Source: an optimization exercise on an open RTL-to-GDS flow (aim: small area). Production flows keep margins and buffers that such runs may drop.
Where RTL was checked, it was by simulation tests only, not by an equivalence proof against the original.
Power is estimated from default activity; no workload was simulated.

== v6 ==
Design microbit_core, start of the top module:
module microbit_core (
    input  wire        clk,
    input  wire        rst_n,        
    input  wire        cmd_valid,
    output wire        cmd_ready,
    input  wire [31:0] cmd_data,
    input  wire [3:0]  rd_addr,
    output reg  [31:0] rd_data,
    input  wire        tick,         
    input  wire        sample,       
    input  wire [1:0]  btn_raw,      
    output wire [4:0]  row_out,      
    output wire [4:0]  col_out       
);
==> flow/config.mk <==
export PLATFORM = sky130hd
export DESIGN_NAME = microbit_core
export DESIGN_NICKNAME = microbit_core
export VERILOG_FILES = /design/flow/design.v
export SDC_FILE = /design/flow/constraint.sdc
export NUM_CORES = 8
export LEC_CHECK = 0
export CAP_MARGIN = 20
export CORE_MARGIN = 2
export CORE_UTILIZATION = 60
export PLACE_DENSITY = 0.7
export SLEW_MARGIN = 20
export SYNTH_HIERARCHICAL = 1
==> flow/constraint.sdc <==
create_clock -name core_clock -period 60.0 [get_ports {clk}]
set_input_delay 12.0000 -clock core_clock [delete_from_list [all_inputs] [get_ports {clk}]]
set_output_delay 12.0000 -clock core_clock [all_outputs]
set_load 0.01 [all_outputs]
standard.sh (not shown) runs the stock make flow with config.mk's settings and CLKGATE_MAP_FILE= SYNTH_SCRIPT=/design/flow/synth_recipe.tcl, a recipe that flattens the netlist after the stock synthesis.
==> flow/flow/run.sh <==
#!/bin/bash
set -euo pipefail
W=$(pwd)
rm -rf "$W/scripts_area"
cp -r "$FLOW_HOME/scripts" "$W/scripts_area"
cp "$W/flow/abc_area_map.script" "$W/scripts_area/abc_speed.script"
bash "$W/standard.sh" SCRIPTS_DIR="$W/scripts_area" \
  "BUFFER_PORTS_ARGS=-buffer_cell sky130_fd_sc_hd__buf_1" \
  "CTS_ARGS=-sink_clustering_enable -repair_clock_nets -dont_use_dummy_load -buf_list sky130_fd_sc_hd__clkbuf_4 -sink_clustering_size 8 -sink_clustering_max_diameter 40" \
  finish > "$W/flow_make.log" 2>&1
==> flow/flow/abc_area_map.script <==
&get -n
&st
&dch
&nf -R 1000 -p -F 8
&put
v6 did not stop at any stage, and its layout met the timing, DRC and antenna checks.
For v7, these inputs were changed with respect to v6:
-- flow/design.v --
<<< v6, line 49
    reg [3:0]   tsub;
    reg         irqf;            
    reg [2:0]   phase;
    reg [7:0]   cs_depth;
>>> v7, line 49
    reg [3:0]   tsub;
    reg         irqf;            
    reg         hit_cand;        
    reg [2:0]   phase;
    reg [7:0]   cs_depth;
<<< v6, line 61
    reg [7:0]   result;
    reg [2:0]   status_err;
    wire irq       = irqf;
    reg  [8:0] cs_up, cs_dn;
    reg  [7:0] n_cs_depth;
>>> v7, line 62
    reg [7:0]   result;
    reg [2:0]   status_err;
    wire irq;
    reg  [8:0] cs_up, cs_dn;
    reg  [7:0] n_cs_depth;
<<< v6, line 86
    wire do_entry   = (phase == PH_ENTRY);
    wire        pend_sel = (trow == 3'd0) & (cur_row != 3'd0);
    wire [5:0]  row_sel = {pend_sel, trow == 3'd4, trow == 3'd3, trow == 3'd2,
                           trow == 3'd1, (trow == 3'd0) & ~pend_sel};
    reg  [39:0] row_bright;
    integer ri;
    always @* begin
        row_bright = {40{row_sel[5]}} & pending[39:0];
        for (ri = 0; ri < 5; ri = ri + 1)
            row_bright = row_bright | ({40{row_sel[ri]}} & active[40*ri +: 40]);
    end
    wire [7:0] tb1 = tb + 8'd1;
    reg [4:0] gt, eq;
    reg       gcy;
    integer gc, gi;
>>> v7, line 87
    wire do_entry   = (phase == PH_ENTRY);
    wire        pend_sel = (trow == 3'd0) & (cur_row != 3'd0);
    wire [4:0]  row_sel = {trow == 3'd4, trow == 3'd3, trow == 3'd2,
                           trow == 3'd1, trow == 3'd0};
    reg  [39:0] row_bright;
    integer ri;
    always @* begin
        row_bright = 40'd0;
        for (ri = 0; ri < 5; ri = ri + 1)
            row_bright = row_bright | ({40{row_sel[ri]}} & active[40*ri +: 40]);
    end
    wire [7:0] tb1 = tb + 8'd1;
    reg [4:0] gt;
    reg       gcy;
    integer gc, gi;
<<< v6, line 105
                gcy = (row_bright[8*gc+gi] & ~tb[gi]) | (row_bright[8*gc+gi] & gcy) | (~tb[gi] & gcy);
            gt[gc] = gcy;
            eq[gc] = (row_bright[8*gc +: 8] == tb1);
        end
    end
>>> v7, line 106
                gcy = (row_bright[8*gc+gi] & ~tb[gi]) | (row_bright[8*gc+gi] & gcy) | (~tb[gi] & gcy);
            gt[gc] = gcy;
        end
    end
<<< v6, line 122
    wire binc   = g14 ? (tsub == 4'd13) : (tsub == 4'd12);
    wire rowend = binc & (tb == 8'd254);
    wire hit0   = binc & row_same & ~on_due & ((|(col_on & eq)) | (tb == 8'd254));
    wire hit1   = rowend & (trow == 3'd4);
    wire [3:0] c_op  = cmd_data[31:28];
>>> v7, line 122
    wire binc   = g14 ? (tsub == 4'd13) : (tsub == 4'd12);
    wire rowend = binc & (tb == 8'd254);
    wire hit0_end  = binc & row_same & ~on_due & (tb == 8'd254);
    wire hit_next  = binc & row_same & ~on_due & (tb != 8'd254);
    assign irq = irqf | (hit_cand & on_due);
    wire hit1   = rowend & (trow == 3'd4);
    wire [3:0] c_op  = cmd_data[31:28];
<<< v6, line 228
    reg [199:0] n_stage;
    reg         st_l, st_h;
    always @* begin
        for (r = 0; r < 5; r = r + 1)
            for (p = 0; p < 5; p = p + 1) begin
                st_l = rst_n & x_write & cell_sel[5*r+p];
                st_h = rst_n & ~(x_write & cell_sel[5*r+p]) & ~clr_col[p];
                n_stage[8*(5*r+p) +: 8] = ({8{st_l}} & c_imm) | ({8{st_h}} & stage[8*(5*r+p) +: 8]);
            end
    end
    wire         act_ld    = seq_step & do_main & pend_sel;
    wire [199:0] n_pending, n_active;
    genvar gw;
>>> v7, line 230
    reg [199:0] n_stage;
    reg         st_l, st_h;
    wire        st_xw   = rst_n & x_write;
    wire [4:0]  st_keep = {5{rst_n}} & ~clr_col;
    always @* begin
        for (r = 0; r < 5; r = r + 1)
            for (p = 0; p < 5; p = p + 1) begin
                st_l = st_xw & cell_sel[5*r+p];
                st_h = st_keep[p] & ~st_l;
                n_stage[8*(5*r+p) +: 8] = ({8{st_l}} & c_imm) | ({8{st_h}} & stage[8*(5*r+p) +: 8]);
            end
    end
    wire tick_en = tick & (cur_row != NONE) & ~x_dispnew;
    wire         trow_next0 = (tick_en & rowend) ? (trow == 3'd4) : (trow == 3'd0);
    wire         act_ld    = seq_step & do_entry & trow_next0 & (cur_row != 3'd0);
    wire [199:0] n_pending, n_active;
    genvar gw;
<<< v6, line 282
        end
    endgenerate
    wire tick_en = tick & (cur_row != NONE) & ~x_dispnew;
    always @(posedge clk) begin
        stage   <= n_stage;
>>> v7, line 288
        end
    endgenerate
    always @(posedge clk) begin
        stage   <= n_stage;
<<< v6, line 303
            tsub        <= 4'd0;
            irqf        <= 1'b0;
            phase       <= PH_IDLE;
            cs_depth    <= 8'd0;
>>> v7, line 308
            tsub        <= 4'd0;
            irqf        <= 1'b0;
            hit_cand    <= 1'b0;
            phase       <= PH_IDLE;
            cs_depth    <= 8'd0;
<<< v6, line 367
                result <= {7'd0, btn_raw[c_hbtn]};
            cs_depth <= n_cs_depth;
            if (seq_step & do_entry)
                irqf <= 1'b0;
            if (x_dispnew | (tick_en & (hit0 | hit1)))
                irqf <= 1'b1;
            if (x_dispnew) begin
                trow <= 3'd0;
>>> v7, line 373
                result <= {7'd0, btn_raw[c_hbtn]};
            cs_depth <= n_cs_depth;
            irqf     <= irq & ~(seq_step & do_entry);
            if (x_dispnew | (tick_en & (hit0_end | hit1)))
                irqf <= 1'b1;
            hit_cand <= tick_en & hit_next;
            if (x_dispnew) begin
                trow <= 3'd0;
==> run summary <==
Between v6 and v7, synthesized cell count decreased.
Comparing v7 with v6, the utilization after layout came out essentially unchanged.
Maximum fanout along the worst path (v7 over v6): increase, 14
Going from v6 to v7, worst max-slew margin expressed relative to the limit shrinks by 0.18 points.
Post-layout total power, v7 and v6, lower one = v7.
v7 against v6: shortest period the worst path allows rose 0.13 ns; clock skew rose 0.038 ns.
Share of total power consumed by net switching in v7 vs v6: down 0.19 points
Count of non-CTS buffers in the layout, v7 and v6, higher one = v7.
Changes observed in v7 relative to v6: register-to-register slack dropped 2.47 ns, critical path depth has increased, clock network power consumption level, global routing usage on met1 went down 2.4 points.
Portion of the post-synthesis area used by sequential elements (lower): v6
No functional check of the RTL was part of v6.

==> separate check: timing with driven ports <==
In the flow no input, the clock included, has a driving cell. The finished layouts below were timed again as built, in two steps. Step 1 assumes that a clkbuf_16 drives the clock port and a buf_2 every other input. Step 2, shift: input delay + t, output delay - t, t = (earliest + latest rising clock arrival at the registers) / 2. This alone moves slack from input paths to output paths. a / b / c = ideal / step 1 / step 2; a / b = the first two.
| run | t, ns | setup WS [ns] | hold WS [ns] | worst setup path after step 2 | worst data-port slew with drivers (ns) |
|---|---|---|---|---|---|
| v6 | 1.004 | 34.447 / 34.424 / 34.424 | 0.445 / 0.445 / 0.445 | input to output | 0.05 |
| v7 | 1.018 | 34.318 / 34.297 / 34.297 | 0.459 / 0.459 / 0.459 | input to output | 0.05 |
After both steps setup and hold are still met in every run listed. The setup slack of v6, which loses most, moves by -0.023 ns with the drivers and by -0.023 ns with both steps.
